Source: an optimization exercise on an open RTL-to-GDS flow (aim: small area, a short achievable clock period and few clock cycles). Production flows keep margins and buffers that such runs may drop.
The RTL of this run was laid out without a check of its function.

### flow/design.v
module gr_hue (
    input  wire [7:0] h,
    output reg  [7:0] a0,
    output reg  [7:0] b0,
    output reg  [1:0] grp
);
    always @(*) begin
        case (h)
            8'd0: begin a0 = 8'd255; b0 = 8'd0; end
            8'd1: begin a0 = 8'd253; b0 = 8'd2; end
            8'd2: begin a0 = 8'd250; b0 = 8'd5; end
            8'd3: begin a0 = 8'd248; b0 = 8'd7; end
            8'd4: begin a0 = 8'd245; b0 = 8'd10; end
            8'd5: begin a0 = 8'd242; b0 = 8'd13; end
            8'd6: begin a0 = 8'd240; b0 = 8'd15; end
            8'd7: begin a0 = 8'd237; b0 = 8'd18; end
            8'd8: begin a0 = 8'd234; b0 = 8'd21; end
            8'd9: begin a0 = 8'd232; b0 = 8'd23; end
            8'd10: begin a0 = 8'd229; b0 = 8'd26; end
            8'd11: begin a0 = 8'd226; b0 = 8'd29; end
            8'd12: begin a0 = 8'd224; b0 = 8'd31; end
            8'd13: begin a0 = 8'd221; b0 = 8'd34; end
            8'd14: begin a0 = 8'd218; b0 = 8'd37; end
            8'd15: begin a0 = 8'd216; b0 = 8'd39; end
            8'd16: begin a0 = 8'd213; b0 = 8'd42; end
            8'd17: begin a0 = 8'd210; b0 = 8'd45; end
            8'd18: begin a0 = 8'd208; b0 = 8'd47; end
            8'd19: begin a0 = 8'd205; b0 = 8'd50; end
            8'd20: begin a0 = 8'd202; b0 = 8'd53; end
            8'd21: begin a0 = 8'd200; b0 = 8'd55; end
            8'd22: begin a0 = 8'd197; b0 = 8'd58; end
            8'd23: begin a0 = 8'd194; b0 = 8'd61; end
            8'd24: begin a0 = 8'd192; b0 = 8'd63; end
            8'd25: begin a0 = 8'd189; b0 = 8'd66; end
            8'd26: begin a0 = 8'd186; b0 = 8'd69; end
            8'd27: begin a0 = 8'd184; b0 = 8'd71; end
            8'd28: begin a0 = 8'd181; b0 = 8'd74; end
            8'd29: begin a0 = 8'd178; b0 = 8'd77; end
            8'd30: begin a0 = 8'd176; b0 = 8'd79; end
            8'd31: begin a0 = 8'd173; b0 = 8'd82; end
            8'd32: begin a0 = 8'd171; b0 = 8'd85; end
            8'd33: begin a0 = 8'd171; b0 = 8'd87; end
            8'd34: begin a0 = 8'd171; b0 = 8'd90; end
            8'd35: begin a0 = 8'd171; b0 = 8'd92; end
            8'd36: begin a0 = 8'd171; b0 = 8'd95; end
            8'd37: begin a0 = 8'd171; b0 = 8'd98; end
            8'd38: begin a0 = 8'd171; b0 = 8'd100; end
            8'd39: begin a0 = 8'd171; b0 = 8'd103; end
            8'd40: begin a0 = 8'd171; b0 = 8'd106; end
            8'd41: begin a0 = 8'd171; b0 = 8'd108; end
            8'd42: begin a0 = 8'd171; b0 = 8'd111; end
            8'd43: begin a0 = 8'd171; b0 = 8'd114; end
            8'd44: begin a0 = 8'd171; b0 = 8'd116; end
            8'd45: begin a0 = 8'd171; b0 = 8'd119; end
            8'd46: begin a0 = 8'd171; b0 = 8'd122; end
            8'd47: begin a0 = 8'd171; b0 = 8'd124; end
            8'd48: begin a0 = 8'd171; b0 = 8'd127; end
            8'd49: begin a0 = 8'd171; b0 = 8'd130; end
            8'd50: begin a0 = 8'd171; b0 = 8'd132; end
            8'd51: begin a0 = 8'd171; b0 = 8'd135; end
            8'd52: begin a0 = 8'd171; b0 = 8'd138; end
            8'd53: begin a0 = 8'd171; b0 = 8'd140; end
            8'd54: begin a0 = 8'd171; b0 = 8'd143; end
            8'd55: begin a0 = 8'd171; b0 = 8'd146; end
            8'd56: begin a0 = 8'd171; b0 = 8'd148; end
            8'd57: begin a0 = 8'd171; b0 = 8'd151; end
            8'd58: begin a0 = 8'd171; b0 = 8'd154; end
            8'd59: begin a0 = 8'd171; b0 = 8'd156; end
            8'd60: begin a0 = 8'd171; b0 = 8'd159; end
            8'd61: begin a0 = 8'd171; b0 = 8'd162; end
            8'd62: begin a0 = 8'd171; b0 = 8'd164; end
            8'd63: begin a0 = 8'd171; b0 = 8'd167; end
            8'd64: begin a0 = 8'd171; b0 = 8'd170; end
            8'd65: begin a0 = 8'd166; b0 = 8'd172; end
            8'd66: begin a0 = 8'd161; b0 = 8'd175; end
            8'd67: begin a0 = 8'd156; b0 = 8'd177; end
            8'd68: begin a0 = 8'd150; b0 = 8'd180; end
            8'd69: begin a0 = 8'd145; b0 = 8'd183; end
            8'd70: begin a0 = 8'd140; b0 = 8'd185; end
            8'd71: begin a0 = 8'd134; b0 = 8'd188; end
            8'd72: begin a0 = 8'd129; b0 = 8'd191; end
            8'd73: begin a0 = 8'd124; b0 = 8'd193; end
            8'd74: begin a0 = 8'd118; b0 = 8'd196; end
            8'd75: begin a0 = 8'd113; b0 = 8'd199; end
            8'd76: begin a0 = 8'd108; b0 = 8'd201; end
            8'd77: begin a0 = 8'd102; b0 = 8'd204; end
            8'd78: begin a0 = 8'd97; b0 = 8'd207; end
            8'd79: begin a0 = 8'd92; b0 = 8'd209; end
            8'd80: begin a0 = 8'd86; b0 = 8'd212; end
            8'd81: begin a0 = 8'd81; b0 = 8'd215; end
            8'd82: begin a0 = 8'd76; b0 = 8'd217; end
            8'd83: begin a0 = 8'd71; b0 = 8'd220; end
            8'd84: begin a0 = 8'd65; b0 = 8'd223; end
            8'd85: begin a0 = 8'd60; b0 = 8'd225; end
            8'd86: begin a0 = 8'd55; b0 = 8'd228; end
            8'd87: begin a0 = 8'd49; b0 = 8'd231; end
            8'd88: begin a0 = 8'd44; b0 = 8'd233; end
            8'd89: begin a0 = 8'd39; b0 = 8'd236; end
            8'd90: begin a0 = 8'd33; b0 = 8'd239; end
            8'd91: begin a0 = 8'd28; b0 = 8'd241; end
            8'd92: begin a0 = 8'd23; b0 = 8'd244; end
            8'd93: begin a0 = 8'd17; b0 = 8'd247; end
            8'd94: begin a0 = 8'd12; b0 = 8'd249; end
            8'd95: begin a0 = 8'd7; b0 = 8'd252; end
            8'd96: begin a0 = 8'd255; b0 = 8'd0; end
            8'd97: begin a0 = 8'd253; b0 = 8'd2; end
            8'd98: begin a0 = 8'd250; b0 = 8'd5; end
            8'd99: begin a0 = 8'd248; b0 = 8'd7; end
            8'd100: begin a0 = 8'd245; b0 = 8'd10; end
            8'd101: begin a0 = 8'd242; b0 = 8'd13; end
            8'd102: begin a0 = 8'd240; b0 = 8'd15; end
            8'd103: begin a0 = 8'd237; b0 = 8'd18; end
            8'd104: begin a0 = 8'd234; b0 = 8'd21; end
            8'd105: begin a0 = 8'd232; b0 = 8'd23; end
            8'd106: begin a0 = 8'd229; b0 = 8'd26; end
            8'd107: begin a0 = 8'd226; b0 = 8'd29; end
            8'd108: begin a0 = 8'd224; b0 = 8'd31; end
            8'd109: begin a0 = 8'd221; b0 = 8'd34; end
            8'd110: begin a0 = 8'd218; b0 = 8'd37; end
            8'd111: begin a0 = 8'd216; b0 = 8'd39; end
            8'd112: begin a0 = 8'd213; b0 = 8'd42; end
            8'd113: begin a0 = 8'd210; b0 = 8'd45; end
            8'd114: begin a0 = 8'd208; b0 = 8'd47; end
            8'd115: begin a0 = 8'd205; b0 = 8'd50; end
            8'd116: begin a0 = 8'd202; b0 = 8'd53; end
            8'd117: begin a0 = 8'd200; b0 = 8'd55; end
            8'd118: begin a0 = 8'd197; b0 = 8'd58; end
            8'd119: begin a0 = 8'd194; b0 = 8'd61; end
            8'd120: begin a0 = 8'd192; b0 = 8'd63; end
            8'd121: begin a0 = 8'd189; b0 = 8'd66; end
            8'd122: begin a0 = 8'd186; b0 = 8'd69; end
            8'd123: begin a0 = 8'd184; b0 = 8'd71; end
            8'd124: begin a0 = 8'd181; b0 = 8'd74; end
            8'd125: begin a0 = 8'd178; b0 = 8'd77; end
            8'd126: begin a0 = 8'd176; b0 = 8'd79; end
            8'd127: begin a0 = 8'd173; b0 = 8'd82; end
            8'd128: begin a0 = 8'd171; b0 = 8'd85; end
            8'd129: begin a0 = 8'd166; b0 = 8'd90; end
            8'd130: begin a0 = 8'd161; b0 = 8'd95; end
            8'd131: begin a0 = 8'd156; b0 = 8'd100; end
            8'd132: begin a0 = 8'd150; b0 = 8'd106; end
            8'd133: begin a0 = 8'd145; b0 = 8'd111; end
            8'd134: begin a0 = 8'd140; b0 = 8'd116; end
            8'd135: begin a0 = 8'd134; b0 = 8'd122; end
            8'd136: begin a0 = 8'd129; b0 = 8'd127; end
            8'd137: begin a0 = 8'd124; b0 = 8'd132; end
            8'd138: begin a0 = 8'd118; b0 = 8'd138; end
            8'd139: begin a0 = 8'd113; b0 = 8'd143; end
            8'd140: begin a0 = 8'd108; b0 = 8'd148; end
            8'd141: begin a0 = 8'd102; b0 = 8'd154; end
            8'd142: begin a0 = 8'd97; b0 = 8'd159; end
            8'd143: begin a0 = 8'd92; b0 = 8'd164; end
            8'd144: begin a0 = 8'd86; b0 = 8'd170; end
            8'd145: begin a0 = 8'd81; b0 = 8'd175; end
            8'd146: begin a0 = 8'd76; b0 = 8'd180; end
            8'd147: begin a0 = 8'd71; b0 = 8'd185; end
            8'd148: begin a0 = 8'd65; b0 = 8'd191; end
            8'd149: begin a0 = 8'd60; b0 = 8'd196; end
            8'd150: begin a0 = 8'd55; b0 = 8'd201; end
            8'd151: begin a0 = 8'd49; b0 = 8'd207; end
            8'd152: begin a0 = 8'd44; b0 = 8'd212; end
            8'd153: begin a0 = 8'd39; b0 = 8'd217; end
            8'd154: begin a0 = 8'd33; b0 = 8'd223; end
            8'd155: begin a0 = 8'd28; b0 = 8'd228; end
            8'd156: begin a0 = 8'd23; b0 = 8'd233; end
            8'd157: begin a0 = 8'd17; b0 = 8'd239; end
            8'd158: begin a0 = 8'd12; b0 = 8'd244; end
            8'd159: begin a0 = 8'd7; b0 = 8'd249; end
            8'd160: begin a0 = 8'd0; b0 = 8'd255; end
            8'd161: begin a0 = 8'd2; b0 = 8'd253; end
            8'd162: begin a0 = 8'd5; b0 = 8'd250; end
            8'd163: begin a0 = 8'd7; b0 = 8'd248; end
            8'd164: begin a0 = 8'd10; b0 = 8'd245; end
            8'd165: begin a0 = 8'd13; b0 = 8'd242; end
            8'd166: begin a0 = 8'd15; b0 = 8'd240; end
            8'd167: begin a0 = 8'd18; b0 = 8'd237; end
            8'd168: begin a0 = 8'd21; b0 = 8'd234; end
            8'd169: begin a0 = 8'd23; b0 = 8'd232; end
            8'd170: begin a0 = 8'd26; b0 = 8'd229; end
            8'd171: begin a0 = 8'd29; b0 = 8'd226; end
            8'd172: begin a0 = 8'd31; b0 = 8'd224; end
            8'd173: begin a0 = 8'd34; b0 = 8'd221; end
            8'd174: begin a0 = 8'd37; b0 = 8'd218; end
            8'd175: begin a0 = 8'd39; b0 = 8'd216; end
            8'd176: begin a0 = 8'd42; b0 = 8'd213; end
            8'd177: begin a0 = 8'd45; b0 = 8'd210; end
            8'd178: begin a0 = 8'd47; b0 = 8'd208; end
            8'd179: begin a0 = 8'd50; b0 = 8'd205; end
            8'd180: begin a0 = 8'd53; b0 = 8'd202; end
            8'd181: begin a0 = 8'd55; b0 = 8'd200; end
            8'd182: begin a0 = 8'd58; b0 = 8'd197; end
            8'd183: begin a0 = 8'd61; b0 = 8'd194; end
            8'd184: begin a0 = 8'd63; b0 = 8'd192; end
            8'd185: begin a0 = 8'd66; b0 = 8'd189; end
            8'd186: begin a0 = 8'd69; b0 = 8'd186; end
            8'd187: begin a0 = 8'd71; b0 = 8'd184; end
            8'd188: begin a0 = 8'd74; b0 = 8'd181; end
            8'd189: begin a0 = 8'd77; b0 = 8'd178; end
            8'd190: begin a0 = 8'd79; b0 = 8'd176; end
            8'd191: begin a0 = 8'd82; b0 = 8'd173; end
            8'd192: begin a0 = 8'd85; b0 = 8'd171; end
            8'd193: begin a0 = 8'd87; b0 = 8'd169; end
            8'd194: begin a0 = 8'd90; b0 = 8'd166; end
            8'd195: begin a0 = 8'd92; b0 = 8'd164; end
            8'd196: begin a0 = 8'd95; b0 = 8'd161; end
            8'd197: begin a0 = 8'd98; b0 = 8'd158; end
            8'd198: begin a0 = 8'd100; b0 = 8'd156; end
            8'd199: begin a0 = 8'd103; b0 = 8'd153; end
            8'd200: begin a0 = 8'd106; b0 = 8'd150; end
            8'd201: begin a0 = 8'd108; b0 = 8'd148; end
            8'd202: begin a0 = 8'd111; b0 = 8'd145; end
            8'd203: begin a0 = 8'd114; b0 = 8'd142; end
            8'd204: begin a0 = 8'd116; b0 = 8'd140; end
            8'd205: begin a0 = 8'd119; b0 = 8'd137; end
            8'd206: begin a0 = 8'd122; b0 = 8'd134; end
            8'd207: begin a0 = 8'd124; b0 = 8'd132; end
            8'd208: begin a0 = 8'd127; b0 = 8'd129; end
            8'd209: begin a0 = 8'd130; b0 = 8'd126; end
            8'd210: begin a0 = 8'd132; b0 = 8'd124; end
            8'd211: begin a0 = 8'd135; b0 = 8'd121; end
            8'd212: begin a0 = 8'd138; b0 = 8'd118; end
            8'd213: begin a0 = 8'd140; b0 = 8'd116; end
            8'd214: begin a0 = 8'd143; b0 = 8'd113; end
            8'd215: begin a0 = 8'd146; b0 = 8'd110; end
            8'd216: begin a0 = 8'd148; b0 = 8'd108; end
            8'd217: begin a0 = 8'd151; b0 = 8'd105; end
            8'd218: begin a0 = 8'd154; b0 = 8'd102; end
            8'd219: begin a0 = 8'd156; b0 = 8'd100; end
            8'd220: begin a0 = 8'd159; b0 = 8'd97; end
            8'd221: begin a0 = 8'd162; b0 = 8'd94; end
            8'd222: begin a0 = 8'd164; b0 = 8'd92; end
            8'd223: begin a0 = 8'd167; b0 = 8'd89; end
            8'd224: begin a0 = 8'd170; b0 = 8'd85; end
            8'd225: begin a0 = 8'd172; b0 = 8'd83; end
            8'd226: begin a0 = 8'd175; b0 = 8'd80; end
            8'd227: begin a0 = 8'd177; b0 = 8'd78; end
            8'd228: begin a0 = 8'd180; b0 = 8'd75; end
            8'd229: begin a0 = 8'd183; b0 = 8'd72; end
            8'd230: begin a0 = 8'd185; b0 = 8'd70; end
            8'd231: begin a0 = 8'd188; b0 = 8'd67; end
            8'd232: begin a0 = 8'd191; b0 = 8'd64; end
            8'd233: begin a0 = 8'd193; b0 = 8'd62; end
            8'd234: begin a0 = 8'd196; b0 = 8'd59; end
            8'd235: begin a0 = 8'd199; b0 = 8'd56; end
            8'd236: begin a0 = 8'd201; b0 = 8'd54; end
            8'd237: begin a0 = 8'd204; b0 = 8'd51; end
            8'd238: begin a0 = 8'd207; b0 = 8'd48; end
            8'd239: begin a0 = 8'd209; b0 = 8'd46; end
            8'd240: begin a0 = 8'd212; b0 = 8'd43; end
            8'd241: begin a0 = 8'd215; b0 = 8'd40; end
            8'd242: begin a0 = 8'd217; b0 = 8'd38; end
            8'd243: begin a0 = 8'd220; b0 = 8'd35; end
            8'd244: begin a0 = 8'd223; b0 = 8'd32; end
            8'd245: begin a0 = 8'd225; b0 = 8'd30; end
            8'd246: begin a0 = 8'd228; b0 = 8'd27; end
            8'd247: begin a0 = 8'd231; b0 = 8'd24; end
            8'd248: begin a0 = 8'd233; b0 = 8'd22; end
            8'd249: begin a0 = 8'd236; b0 = 8'd19; end
            8'd250: begin a0 = 8'd239; b0 = 8'd16; end
            8'd251: begin a0 = 8'd241; b0 = 8'd14; end
            8'd252: begin a0 = 8'd244; b0 = 8'd11; end
            8'd253: begin a0 = 8'd247; b0 = 8'd8; end
            8'd254: begin a0 = 8'd249; b0 = 8'd6; end
            8'd255: begin a0 = 8'd252; b0 = 8'd3; end
            default: begin a0 = 8'd0; b0 = 8'd0; end
        endcase
        grp = (h[7:5] <= 3'd2) ? 2'd0 : (h[7:5] <= 3'd4) ? 2'd1 : 2'd2;
    end
endmodule
module gr_sat (
    input  wire [7:0] a0,
    input  wire [7:0] b0,
    input  wire [1:0] grp,
    input  wire [7:0] s,
    output reg  [7:0] r1,
    output reg  [7:0] g1,
    output reg  [7:0] b1
);
    wire s0   = (s == 8'd0);
    wire s255 = (s == 8'd255);
    wire [7:0] am, bm;
    gr_sat_mul u_a (.c(a0), .s(s), .y(am));
    gr_sat_mul u_b (.c(b0), .s(s), .y(bm));
    wire       ka = s255 && a0 == 8'd0;
    wire       kb = s255 && b0 == 8'd0;
    wire [7:0] ns = 8'd0 - s;
    wire [7:0] a1 = {am[7:1] | {7{s0}}, (am[0] & !ka) | s0};
    wire [7:0] c1 = {bm[7:1] | {7{s0}}, (bm[0] & !kb) | s0};
    wire [7:0] z1 = {ns[7:1] | {7{s0}}, (ns[0] & !s255) | s0};
    always @(*) begin
        case (grp)
            2'd0:    begin r1 = a1; g1 = c1; b1 = z1; end
            2'd1:    begin r1 = z1; g1 = a1; b1 = c1; end
            default: begin r1 = a1; g1 = z1; b1 = c1; end
        endcase
    end
endmodule
module gr_val (
    input  wire [7:0] c,
    input  wire [7:0] v,
    output wire [7:0] y
);
    wire [7:0] m;
    gr_val_mul u_m (.c(c), .v(v), .y(m));
    wire kill = (v == 8'd0) || (v == 8'd255 && c == 8'd0);
    assign y = {m[7:1], m[0] & !kill};
endmodule
module gr_sat_mul (input wire [7:0] c, input wire [7:0] s, output wire [7:0] y);
    wire t_1, t_2;
    gr_ha ut_1 (.a((c[0] & s[6])), .b((c[1] & s[5])), .s(t_1), .co(t_2));
    wire t_3, t_4;
    gr_fa ut_3 (.a((c[0] & s[7])), .b((c[1] & s[6])), .c((c[2] & s[5])), .s(t_3), .co(t_4));
    wire t_5, t_6;
    gr_ha ut_5 (.a((c[3] & s[4])), .b((c[4] & s[3])), .s(t_5), .co(t_6));
    wire t_7, t_8;
    gr_fa ut_7 (.a((c[1] & s[7])), .b((c[2] & s[6])), .c((c[3] & s[5])), .s(t_7), .co(t_8));
    wire t_9, t_10;
    gr_fa ut_9 (.a((c[4] & s[4])), .b((c[5] & s[3])), .c((c[6] & s[2])), .s(t_9), .co(t_10));
    wire t_11, t_12;
    gr_ha ut_11 (.a((c[7] & s[1])), .b((~s[0])), .s(t_11), .co(t_12));
    wire t_13, t_14;
    gr_fa ut_13 (.a((c[2] & s[7])), .b((c[3] & s[6])), .c((c[4] & s[5])), .s(t_13), .co(t_14));
    wire t_15, t_16;
    gr_fa ut_15 (.a((c[5] & s[4])), .b((c[6] & s[3])), .c((c[7] & s[2])), .s(t_15), .co(t_16));
    wire t_17, t_18;
    gr_fa ut_17 (.a((c[3] & s[7])), .b((c[4] & s[6])), .c((c[5] & s[5])), .s(t_17), .co(t_18));
    wire t_19, t_20;
    gr_ha ut_19 (.a((c[0] & s[4])), .b((c[1] & s[3])), .s(t_19), .co(t_20));
    wire t_21, t_22;
    gr_fa ut_21 (.a((c[0] & s[5])), .b((c[1] & s[4])), .c((c[2] & s[3])), .s(t_21), .co(t_22));
    wire t_23, t_24;
    gr_ha ut_23 (.a((c[3] & s[2])), .b((c[4] & s[1])), .s(t_23), .co(t_24));
    wire t_25, t_26;
    gr_fa ut_25 (.a(t_1), .b((c[2] & s[4])), .c((c[3] & s[3])), .s(t_25), .co(t_26));
    wire t_27, t_28;
    gr_fa ut_27 (.a((c[4] & s[2])), .b((c[5] & s[1])), .c((c[6] & s[0])), .s(t_27), .co(t_28));
    wire t_29, t_30;
    gr_fa ut_29 (.a(t_3), .b(t_5), .c((c[5] & s[2])), .s(t_29), .co(t_30));
    wire t_31, t_32;
    gr_fa ut_31 (.a((c[6] & s[1])), .b((c[7] & s[0])), .c(t_2), .s(t_31), .co(t_32));
    wire t_33, t_34;
    gr_fa ut_33 (.a(t_7), .b(t_9), .c(t_11), .s(t_33), .co(t_34));
    wire t_35, t_36;
    gr_fa ut_35 (.a(1'b1), .b(t_4), .c(t_6), .s(t_35), .co(t_36));
    wire t_37, t_38;
    gr_fa ut_37 (.a(t_13), .b(t_15), .c((~s[1])), .s(t_37), .co(t_38));
    wire t_39, t_40;
    gr_fa ut_39 (.a(t_8), .b(t_10), .c(t_12), .s(t_39), .co(t_40));
    wire t_41, t_42;
    gr_fa ut_41 (.a(t_17), .b((c[6] & s[4])), .c((c[7] & s[3])), .s(t_41), .co(t_42));
    wire t_43, t_44;
    gr_fa ut_43 (.a((~s[2])), .b(t_14), .c(t_16), .s(t_43), .co(t_44));
    wire t_45, t_46;
    gr_fa ut_45 (.a((c[4] & s[7])), .b((c[5] & s[6])), .c((c[6] & s[5])), .s(t_45), .co(t_46));
    wire t_47, t_48;
    gr_fa ut_47 (.a((c[7] & s[4])), .b((~s[3])), .c(t_18), .s(t_47), .co(t_48));
    wire t_49, t_50;
    gr_fa ut_49 (.a((c[5] & s[7])), .b((c[6] & s[6])), .c((c[7] & s[5])), .s(t_49), .co(t_50));
    wire t_51, t_52;
    gr_ha ut_51 (.a((c[0] & s[3])), .b((c[1] & s[2])), .s(t_51), .co(t_52));
    wire t_53, t_54;
    gr_fa ut_53 (.a(t_19), .b((c[2] & s[2])), .c((c[3] & s[1])), .s(t_53), .co(t_54));
    wire t_55, t_56;
    gr_fa ut_55 (.a(t_21), .b(t_23), .c((c[5] & s[0])), .s(t_55), .co(t_56));
    wire t_57, t_58;
    gr_fa ut_57 (.a(t_25), .b(t_27), .c(t_22), .s(t_57), .co(t_58));
    wire t_59, t_60;
    gr_fa ut_59 (.a(t_29), .b(t_31), .c(t_26), .s(t_59), .co(t_60));
    wire t_61, t_62;
    gr_fa ut_61 (.a(t_33), .b(t_35), .c(t_30), .s(t_61), .co(t_62));
    wire t_63, t_64;
    gr_fa ut_63 (.a(t_37), .b(t_39), .c(t_34), .s(t_63), .co(t_64));
    wire t_65, t_66;
    gr_fa ut_65 (.a(t_41), .b(t_43), .c(t_38), .s(t_65), .co(t_66));
    wire t_67, t_68;
    gr_fa ut_67 (.a(t_45), .b(t_47), .c(t_42), .s(t_67), .co(t_68));
    wire t_69, t_70;
    gr_fa ut_69 (.a(t_49), .b((~s[4])), .c(t_46), .s(t_69), .co(t_70));
    wire t_71, t_72;
    gr_fa ut_71 (.a((c[6] & s[7])), .b((c[7] & s[6])), .c((~s[5])), .s(t_71), .co(t_72));
    wire t_73, t_74;
    gr_ha ut_73 (.a((c[0] & s[2])), .b((c[1] & s[1])), .s(t_73), .co(t_74));
    wire t_75, t_76;
    gr_fa ut_75 (.a(t_51), .b((c[2] & s[1])), .c((c[3] & s[0])), .s(t_75), .co(t_76));
    wire t_77, t_78;
    gr_fa ut_77 (.a(t_53), .b((c[4] & s[0])), .c(t_52), .s(t_77), .co(t_78));
    wire t_79, t_80;
    gr_fa ut_79 (.a(t_55), .b(t_20), .c(t_54), .s(t_79), .co(t_80));
    wire t_81, t_82;
    gr_fa ut_81 (.a(t_57), .b(t_24), .c(t_56), .s(t_81), .co(t_82));
    wire t_83, t_84;
    gr_fa ut_83 (.a(t_59), .b(t_28), .c(t_58), .s(t_83), .co(t_84));
    wire t_85, t_86;
    gr_fa ut_85 (.a(t_61), .b(t_32), .c(t_60), .s(t_85), .co(t_86));
    wire t_87, t_88;
    gr_fa ut_87 (.a(t_63), .b(t_36), .c(t_62), .s(t_87), .co(t_88));
    wire t_89, t_90;
    gr_fa ut_89 (.a(t_65), .b(t_40), .c(t_64), .s(t_89), .co(t_90));
    wire t_91, t_92;
    gr_fa ut_91 (.a(t_67), .b(t_44), .c(t_66), .s(t_91), .co(t_92));
    wire t_93, t_94;
    gr_fa ut_93 (.a(t_69), .b(t_48), .c(t_68), .s(t_93), .co(t_94));
    wire t_95, t_96;
    gr_fa ut_95 (.a(t_71), .b(t_50), .c(t_70), .s(t_95), .co(t_96));
    wire t_97, t_98;
    gr_fa ut_97 (.a((c[7] & s[7])), .b((~s[6])), .c(t_72), .s(t_97), .co(t_98));
    wire [15:0] t_99 = {(~s[7]), t_97, t_95, t_93, t_91, t_89, t_87, t_85, t_83, t_81, t_79, t_77, t_75, t_73, (c[0] & s[1]), (c[0] & s[0])};
    wire [15:0] t_100 = {t_98, t_96, t_94, t_92, t_90, t_88, t_86, t_84, t_82, t_80, t_78, t_76, t_74, (c[2] & s[0]), (c[1] & s[0]), 1'b0};
    wire [15:0] t_101 = t_99 + t_100;
    assign y = {t_101[15], t_101[14], t_101[13], t_101[12], t_101[11], t_101[10], t_101[9], t_101[8]};
endmodule
module gr_val_mul (input wire [7:0] c, input wire [7:0] v, output wire [7:0] y);
    wire t_1, t_2;
    gr_ha ut_1 (.a((c[0] & v[6])), .b((c[1] & v[5])), .s(t_1), .co(t_2));
    wire t_3, t_4;
    gr_fa ut_3 (.a((c[0] & v[7])), .b((c[1] & v[6])), .c((c[2] & v[5])), .s(t_3), .co(t_4));
    wire t_5, t_6;
    gr_ha ut_5 (.a((c[3] & v[4])), .b((c[4] & v[3])), .s(t_5), .co(t_6));
    wire t_7, t_8;
    gr_fa ut_7 (.a((c[1] & v[7])), .b((c[2] & v[6])), .c((c[3] & v[5])), .s(t_7), .co(t_8));
    wire t_9, t_10;
    gr_fa ut_9 (.a((c[4] & v[4])), .b((c[5] & v[3])), .c((c[6] & v[2])), .s(t_9), .co(t_10));
    wire t_11, t_12;
    gr_fa ut_11 (.a((c[2] & v[7])), .b((c[3] & v[6])), .c((c[4] & v[5])), .s(t_11), .co(t_12));
    wire t_13, t_14;
    gr_ha ut_13 (.a((c[0] & v[4])), .b((c[1] & v[3])), .s(t_13), .co(t_14));
    wire t_15, t_16;
    gr_fa ut_15 (.a((c[0] & v[5])), .b((c[1] & v[4])), .c((c[2] & v[3])), .s(t_15), .co(t_16));
    wire t_17, t_18;
    gr_ha ut_17 (.a((c[3] & v[2])), .b((c[4] & v[1])), .s(t_17), .co(t_18));
    wire t_19, t_20;
    gr_fa ut_19 (.a(t_1), .b((c[2] & v[4])), .c((c[3] & v[3])), .s(t_19), .co(t_20));
    wire t_21, t_22;
    gr_fa ut_21 (.a((c[4] & v[2])), .b((c[5] & v[1])), .c((c[6] & v[0])), .s(t_21), .co(t_22));
    wire t_23, t_24;
    gr_fa ut_23 (.a(t_3), .b(t_5), .c((c[5] & v[2])), .s(t_23), .co(t_24));
    wire t_25, t_26;
    gr_fa ut_25 (.a((c[6] & v[1])), .b((c[7] & v[0])), .c(t_2), .s(t_25), .co(t_26));
    wire t_27, t_28;
    gr_fa ut_27 (.a(t_7), .b(t_9), .c((c[7] & v[1])), .s(t_27), .co(t_28));
    wire t_29, t_30;
    gr_fa ut_29 (.a(1'b1), .b(t_4), .c(t_6), .s(t_29), .co(t_30));
    wire t_31, t_32;
    gr_fa ut_31 (.a(t_11), .b((c[5] & v[4])), .c((c[6] & v[3])), .s(t_31), .co(t_32));
    wire t_33, t_34;
    gr_fa ut_33 (.a((c[7] & v[2])), .b(t_8), .c(t_10), .s(t_33), .co(t_34));
    wire t_35, t_36;
    gr_fa ut_35 (.a((c[3] & v[7])), .b((c[4] & v[6])), .c((c[5] & v[5])), .s(t_35), .co(t_36));
    wire t_37, t_38;
    gr_fa ut_37 (.a((c[6] & v[4])), .b((c[7] & v[3])), .c(t_12), .s(t_37), .co(t_38));
    wire t_39, t_40;
    gr_fa ut_39 (.a((c[4] & v[7])), .b((c[5] & v[6])), .c((c[6] & v[5])), .s(t_39), .co(t_40));
    wire t_41, t_42;
    gr_ha ut_41 (.a((c[0] & v[3])), .b((c[1] & v[2])), .s(t_41), .co(t_42));
    wire t_43, t_44;
    gr_fa ut_43 (.a(t_13), .b((c[2] & v[2])), .c((c[3] & v[1])), .s(t_43), .co(t_44));
    wire t_45, t_46;
    gr_fa ut_45 (.a(t_15), .b(t_17), .c((c[5] & v[0])), .s(t_45), .co(t_46));
    wire t_47, t_48;
    gr_fa ut_47 (.a(t_19), .b(t_21), .c(t_16), .s(t_47), .co(t_48));
    wire t_49, t_50;
    gr_fa ut_49 (.a(t_23), .b(t_25), .c(t_20), .s(t_49), .co(t_50));
    wire t_51, t_52;
    gr_fa ut_51 (.a(t_27), .b(t_29), .c(t_24), .s(t_51), .co(t_52));
    wire t_53, t_54;
    gr_fa ut_53 (.a(t_31), .b(t_33), .c(t_28), .s(t_53), .co(t_54));
    wire t_55, t_56;
    gr_fa ut_55 (.a(t_35), .b(t_37), .c(t_32), .s(t_55), .co(t_56));
    wire t_57, t_58;
    gr_fa ut_57 (.a(t_39), .b((c[7] & v[4])), .c(t_36), .s(t_57), .co(t_58));
    wire t_59, t_60;
    gr_fa ut_59 (.a((c[5] & v[7])), .b((c[6] & v[6])), .c((c[7] & v[5])), .s(t_59), .co(t_60));
    wire t_61, t_62;
    gr_ha ut_61 (.a((c[0] & v[2])), .b((c[1] & v[1])), .s(t_61), .co(t_62));
    wire t_63, t_64;
    gr_fa ut_63 (.a(t_41), .b((c[2] & v[1])), .c((c[3] & v[0])), .s(t_63), .co(t_64));
    wire t_65, t_66;
    gr_fa ut_65 (.a(t_43), .b((c[4] & v[0])), .c(t_42), .s(t_65), .co(t_66));
    wire t_67, t_68;
    gr_fa ut_67 (.a(t_45), .b(t_14), .c(t_44), .s(t_67), .co(t_68));
    wire t_69, t_70;
    gr_fa ut_69 (.a(t_47), .b(t_18), .c(t_46), .s(t_69), .co(t_70));
    wire t_71, t_72;
    gr_fa ut_71 (.a(t_49), .b(t_22), .c(t_48), .s(t_71), .co(t_72));
    wire t_73, t_74;
    gr_fa ut_73 (.a(t_51), .b(t_26), .c(t_50), .s(t_73), .co(t_74));
    wire t_75, t_76;
    gr_fa ut_75 (.a(t_53), .b(t_30), .c(t_52), .s(t_75), .co(t_76));
    wire t_77, t_78;
    gr_fa ut_77 (.a(t_55), .b(t_34), .c(t_54), .s(t_77), .co(t_78));
    wire t_79, t_80;
    gr_fa ut_79 (.a(t_57), .b(t_38), .c(t_56), .s(t_79), .co(t_80));
    wire t_81, t_82;
    gr_fa ut_81 (.a(t_59), .b(t_40), .c(t_58), .s(t_81), .co(t_82));
    wire t_83, t_84;
    gr_fa ut_83 (.a((c[6] & v[7])), .b((c[7] & v[6])), .c(t_60), .s(t_83), .co(t_84));
    wire [15:0] t_85 = {1'b0, (c[7] & v[7]), t_83, t_81, t_79, t_77, t_75, t_73, t_71, t_69, t_67, t_65, t_63, t_61, (c[0] & v[1]), (c[0] & v[0])};
    wire [15:0] t_86 = {1'b0, t_84, t_82, t_80, t_78, t_76, t_74, t_72, t_70, t_68, t_66, t_64, t_62, (c[2] & v[0]), (c[1] & v[0]), 1'b0};
    wire [15:0] t_87 = t_85 + t_86;
    assign y = {t_87[15], t_87[14], t_87[13], t_87[12], t_87[11], t_87[10], t_87[9], t_87[8]};
endmodule
module gr_fa (input wire a, input wire b, input wire c, output wire s, output wire co);
    assign s  = a ^ b ^ c;
    assign co = (a & b) | (a & c) | (b & c);
endmodule
module gr_ha (input wire a, input wire b, output wire s, output wire co);
    assign s  = a ^ b;
    assign co = a & b;
endmodule
module hsv2rgb_stream (
    input  wire        clk,
    input  wire        rst,         
    input  wire        in_valid,
    output wire        in_ready,
    input  wire [23:0] in_hsv,      
    output reg         out_valid,
    input  wire        out_ready,
    output wire [31:0] out_rgba     
);
    reg sk_valid;
    wire en = !sk_valid;
    assign in_ready = en;
    wire [7:0] a0, b0;
    wire [1:0] grp;
    gr_hue u_hue (.h(in_hsv[23:16]), .a0(a0), .b0(b0), .grp(grp));
    reg        v1;
    reg [7:0]  a0_q, b0_q, s_q, v1_q;
    reg [1:0]  grp_q;
    always @(posedge clk) begin
        if (rst)
            v1 <= 1'b0;
        else if (en)
            v1 <= in_valid;
        if (en) begin
            a0_q <= a0; b0_q <= b0; grp_q <= grp;
            s_q  <= in_hsv[15:8]; v1_q <= in_hsv[7:0];
        end
    end
    wire [7:0] r1, g1, b1;
    gr_sat u_sat (.a0(a0_q), .b0(b0_q), .grp(grp_q), .s(s_q), .r1(r1), .g1(g1), .b1(b1));
    reg        v2;
    reg [7:0]  r1_q, g1_q, b1_q, v2_q;
    always @(posedge clk) begin
        if (rst)
            v2 <= 1'b0;
        else if (en)
            v2 <= v1;
        if (en) begin
            r1_q <= r1; g1_q <= g1; b1_q <= b1; v2_q <= v1_q;
        end
    end
    wire [23:0] rgb;
    gr_val u_val_r (.c(r1_q), .v(v2_q), .y(rgb[23:16]));
    gr_val u_val_g (.c(g1_q), .v(v2_q), .y(rgb[15:8]));
    gr_val u_val_b (.c(b1_q), .v(v2_q), .y(rgb[7:0]));
    wire push     = v2 && en;                   
    wire out_free = !out_valid || out_ready;    
    reg  [23:0] sk_rgb, out_rgb;
    always @(posedge clk) begin
        if (rst) begin
            out_valid <= 1'b0;
            sk_valid  <= 1'b0;
        end else begin
            if (out_free)
                out_valid <= sk_valid || push;
            sk_valid <= sk_valid ? !out_free : (push && !out_free);
        end
        if (out_free)
            out_rgb <= sk_valid ? sk_rgb : rgb;
        if (!sk_valid)
            sk_rgb <= rgb;
    end
    assign out_rgba = {out_rgb, 8'hFF};
endmodule
### flow/config.mk
export PLATFORM = sky130hd
export DESIGN_NAME = hsv2rgb_stream
export DESIGN_NICKNAME = hsv2rgb_stream
export VERILOG_FILES = /design/flow/design.v
export SDC_FILE = /design/flow/constraint.sdc
export NUM_CORES = 4
export LEC_CHECK = 0
export CAP_MARGIN = 5
export CORE_MARGIN = 2
export CORE_UTILIZATION = 65
export CTS_BUF_LIST = sky130_fd_sc_hd__clkbuf_4 sky130_fd_sc_hd__clkbuf_8
export PLACE_DENSITY = 0.75
export SLEW_MARGIN = 5
export SYNTH_HIERARCHICAL = 1
### flow/standard.sh
#!/bin/bash
# synth_recipe.tcl (not shown) runs the flow's synth.tcl, then flattens the netlist and writes it again
# the make line also repeats each setting of config.mk as NAME=value (left out here)
make -C /OpenROAD-flow-scripts/flow DESIGN_CONFIG=/design/flow/config.mk WORK_HOME=/design/flow/orfs CLKGATE_MAP_FILE= SYNTH_SCRIPT=/design/flow/synth_recipe.tcl "${@:-finish}"
### flow/flow/run.sh
#!/bin/bash
# The standard layout, with: port buffers made of buf_2 cells; clock tree from
# clkbuf_4/clkbuf_8 with larger sink clusters and no dummy loads; repair_timing
# aiming for 11.5 ns of setup slack (at the design's clock period and constraints).
set -euo pipefail
bash standard.sh \
  "BUFFER_PORTS_ARGS=-buffer_cell sky130_fd_sc_hd__buf_2" \
  "CTS_ARGS=-sink_clustering_enable -repair_clock_nets -buf_list {sky130_fd_sc_hd__clkbuf_4 sky130_fd_sc_hd__clkbuf_8} -sink_clustering_size 30 -sink_clustering_max_diameter 80 -dont_use_dummy_load" \
  SETUP_SLACK_MARGIN=11.5 finish > standard_flow.log 2>&1
### flow/constraint.sdc
create_clock -name core_clock -period 17.0 [get_ports {clk}]
set_input_delay 3.4000 -clock core_clock [delete_from_list [all_inputs] [get_ports {clk}]]
set_output_delay 3.4000 -clock core_clock [all_outputs]
set_load 0.01 [all_outputs]
==> notes.md <==
repair_timing:
action,4_1_cts,5_1_grt
setup endpoints to repair,1,12
gates cloned,0,0
pin swaps,0,0
buffers inserted,0,4
gates resized for setup,1,3
through the flow:
step           std cells  instance area, um2  setup slack (ns)  hold slack, ns
3_5_place_dp        1879               16300             11.18           0.405
2_1_floorplan       1547               16000             11.68           0.400
3_3_place_gp        1879               16300             11.20           0.401
5_1_grt             1900               16600             11.46           0.406
4_1_cts             1896               16500             11.54           0.400
6_report            1900               16600             11.62           0.401
flip-flops by register name, summed over array words and instances, names as in the netlist:
register,flops
sk_valid,1
b1_q,8
b0_q,8
sk_rgb,24
s_q,8
v1_q,8
out_rgb,24
v1,1
grp_q,2
out_valid,1
v2,1
a0_q,8
v2_q,8
r1_q,8
g1_q,8
modules after synthesis, one instance, submodules excluded:
module,cell area (um2),times used,flip-flops and latches
gr_ha,12.5,32,0
gr_fa,20.0,192,0
hsv2rgb_stream,3750,1,118
gr_sat,732,1,0
gr_val_mul,915,3,0
gr_hue,2330,1,0
gr_sat_mul,985,2,0
gr_val,55.1,3,0
critical path, delay by kind of cell:
family | cells | cell delay [ns]
and+or+nand+nor | 2 | 0.69
buffers and inverters | 2 | 0.38
adders and majority gates | 1 | 0.41
AOI/OAI and AO/OA | 3 | 0.65
area by class of cell:
cell class	count	area, um2	area share (%)
clock buffers	17	234	1.41
inverters	47	176	1.06
multi-input cells	1328	12100	73.1
flip-flops and latches	118	3270	19.7
well taps	324	405	2.44
repair buffers	66	380	2.29
layer usage:
layer | global-route usage [%] | up-vias | share of wire [%]
met2 | 50.1 | 371 | 49
met3 | 4.31 | 59 | 5.2
met5 | 0 | - | 0
met4 | 9.17 | 0 | 2.3
li1 | - | 5610 | -
met1 | 39.5 | 5989 | 43
synth_stat cells, types with 7 or more instances:
master and count:
a211o_1 10, a211oi_1 14, a21o_1 19, a21oi_1 65, a311oi_1 9, a31oi_1 17, and2_1 293, and2_2 12
buf_2 8, buf_4 12, buf_6 12, clkbuf_1 16, dfxtp_1 28, edfxtp_1 90, fa_1 192, ha_1 107
inv_1 43, mux2_2 13, mux2_4 16, mux2i_1 15, nand2_1 81, nand2b_1 19, nand3_1 26, nand4_1 11
nor2_1 50, nor2b_1 11, nor3_1 21, nor4_1 7, o211ai_1 19, o21ai_0 52, o21ai_1 11, o221ai_1 13
o22ai_1 9, o31ai_1 9, or4_1 13, xnor2_1 17, xor2_1 16
how the worst max path moves through the flow:
stage,from,end,slack (ns)
6_report,in_hsv[17],b0_q[2],11.62
3_3_place_gp,in_hsv[17],b0_q[3],11.20
5_1_grt,s_q[3],g1_q[7],11.46
3_5_place_dp,in_hsv[17],b0_q[3],11.18
2_1_floorplan,sk_valid,in_ready,11.68
4_1_cts,s_q[3],g1_q[7],11.54
logic make-up after synthesis:
logic type / Yosys count / share of synthesized area, %
buf+inv: 101 / 3.64
compound gates: 335 / 15.2
simple gates: 599 / 22.2
other cells: 6 / 0.141
fa+ha+maj: 299 / 32.5
flops: 118 / 20.5
xor+xnor: 35 / 2.09
mux: 47 / 3.72
==> impl.org <==
** Drt
- Number of DRC violations after detailed routing :: 0
- Vias per inst :: 6.33
- Total length of routed wires :: 37300 um
- In this run the remaining antenna-violating nets after routing total 0.
- Vias after detailed routing :: 12.0k
- Pre-Repair DR Iteration Count :: 5
- The detailed router finished its first iteration with 835 violations.
- After detailed routing, the average wire length per cell comes to 19.6 um.

** Timing
- Based on the critical path, the design can be clocked at up to 186 MHz.
- Clk_skew :: 0.0406 ns
- Final Cycle Share :: 31.6%
- The number of pins with negative max-slew slack in the final report came to 0.
- Count of final hold-check violations :: 0
- Min Clock Period, post-route :: 5.38 ns
- After routing, the total negative slack on setup checks comes to 0 ns.
- Slew at the pin closest to its max-slew limit :: 1.21 ns
- Final setup fails :: 0
- Unrepaired setup endpoints after global routing :: true
- The worst pin sits at a relative slew slack of 19.4%.

** Clock tree
- Reg clk slew, reported paths :: 0.07 ns
- The number of hold buffers added after CTS was 0.
- Cts bufs inserted :: 17
- The clock net in this run drives a total of 118 sinks.
- Number of buffers between clock root and the deepest sink :: 2
- Worst-Skew Late Latency :: 0.44 ns
- TritonCTS built the clock tree.
- Max H-tree Level :: 4
- CTS placed an instance of clkbuf_8 at the clock tree root.

** Setup path
- The worst register-to-register path begins at v2_q[6].
- Delay of the slowest critical-path stage :: 0.46 ns
- Capturing element type of the critical path :: flop
- The endpoint identified for the worst register-to-register timing path is out_rgb[23].
- STA puts the critical path data required time at 17.15 ns.
- The critical path in this run is classified as in -> reg.
- Along the worst path, the maximum fanout reaches 12.
- Register-to-register path setup slack :: 11.67 ns
- WP data arrival :: 5.52 ns
- Cells on worst reg2reg path :: 12
- Critical-path cell list :: buf_2 > inv_1 > ha_1 > nor2b_2 > or3_1 > a31oi_2 > a22oi_1 > a32o_1
- Slowest stage cell, crit path :: or3_1
- STA classifies the critical path startpoint as a primary input.

** Floorplan
- Placeable core area :: 24200 um2
- The die covers 25800 um2.
- Y dimension of the die :: 161 um
- 62 I/O pins were placed.
- Floorplan row count :: 57
- Horiz. Die Dim :: 161 um
- The initial utilization of the core area, before any placement, comes to 65.9%.

** Synth
- Yosys mapped the design onto 109 distinct sky130hd cell types.
- Number of enable-type register cells in the synthesized netlist :: 90
- In this run the mean area of a mapped cell was 10.3 um2.
- The most used flip-flop cell after synthesis is edfxtp_1.
- Ranking of synthesized cells by area :: fa_1, edfxtp_1, and2_1
- In the synthesized netlist the async set-or-reset flop fraction comes to 0%.
- Sequential cells were found to cover 20.5% of the synthesized design area.
- After synthesis, the largest area contributor takes up 24.1% of total cell area.
- In this run, synthesis produced a sequential element count of 118.
- Summed instance area of the synthesized netlist :: 15900 um2
- Synth warn :: 9
- Post-synthesis cell type with the largest combined area :: fa_1
- Post-synthesis cell count :: 1540

** Final layout
- Leaving out fill and tap cells, the most frequent cell in the layout is and2_1.
- Ratio of cells with drive above 1 in the final layout :: 11.4%
- Counting the fill cells in the layout gives 1898.
- The area growth from synthesis to layout is 4.10%.
- Highest-count cells in the layout ignoring fill and taps :: and2_1, fa_1, ha_1
- After the last flow step, the layout net total stands at 1905.
- At the end of the flow the core is filled with cells to 68.6%.
- Number of antenna cells inserted :: 0

** Min path
- Path class of the lowest-slack min-delay path :: reg -> reg
- Endpoint of the worst hold path :: v2_q[2]
- The worst hold path begins at v1_q[2].
- WHS Path Cells :: 0

** Place
- The HPWL after detailed placement is 27200 um.
- Gp weighted congestion :: 0.902
- Buffers placed on the I/O ports in this run total 53.

** GRT
- The number of global-route vias before repair is 12.1k.
- Global routing consumed, over all layers together, 29.6% of the routing resources.
- Wire length of the first global-routing pass :: 61300 um
- Entering global routing, the biggest net connects 68 pins.
- Total congestion overflow :: 0
- Antenna violations before repair :: 0

** Outcome
- The flow ran to the end and the layout has no timing, DRC or antenna violations.

** Job
- Max-cap violations in this run came to 0.

-- static timing again, ports no longer ideal --
The results above use ideal ports. As a check the final layout listed here was re-extracted and re-timed, cells and wires unchanged. Step 1 assumes that a clkbuf_16 drives the clock port and a buf_2 every other input. Step 2 adds t to the input delays and takes it off the output delays; t is the mean of the earliest and latest rising clock arrival at the registers after step 1. Input paths then give back, and output paths get back, about the clock's delay inside the block. a / b / c = ideal / step 1 / step 2; a / b = the first two.
t, ns: 0.463
setup WS [ns]: 11.624 / 11.648 / 11.185
clock arrival spread, ns: 0.041 / 0.041
After both steps this run still meets setup and hold. The setup slack of this run moves by +0.024 ns with the drivers and by -0.439 ns with both steps.
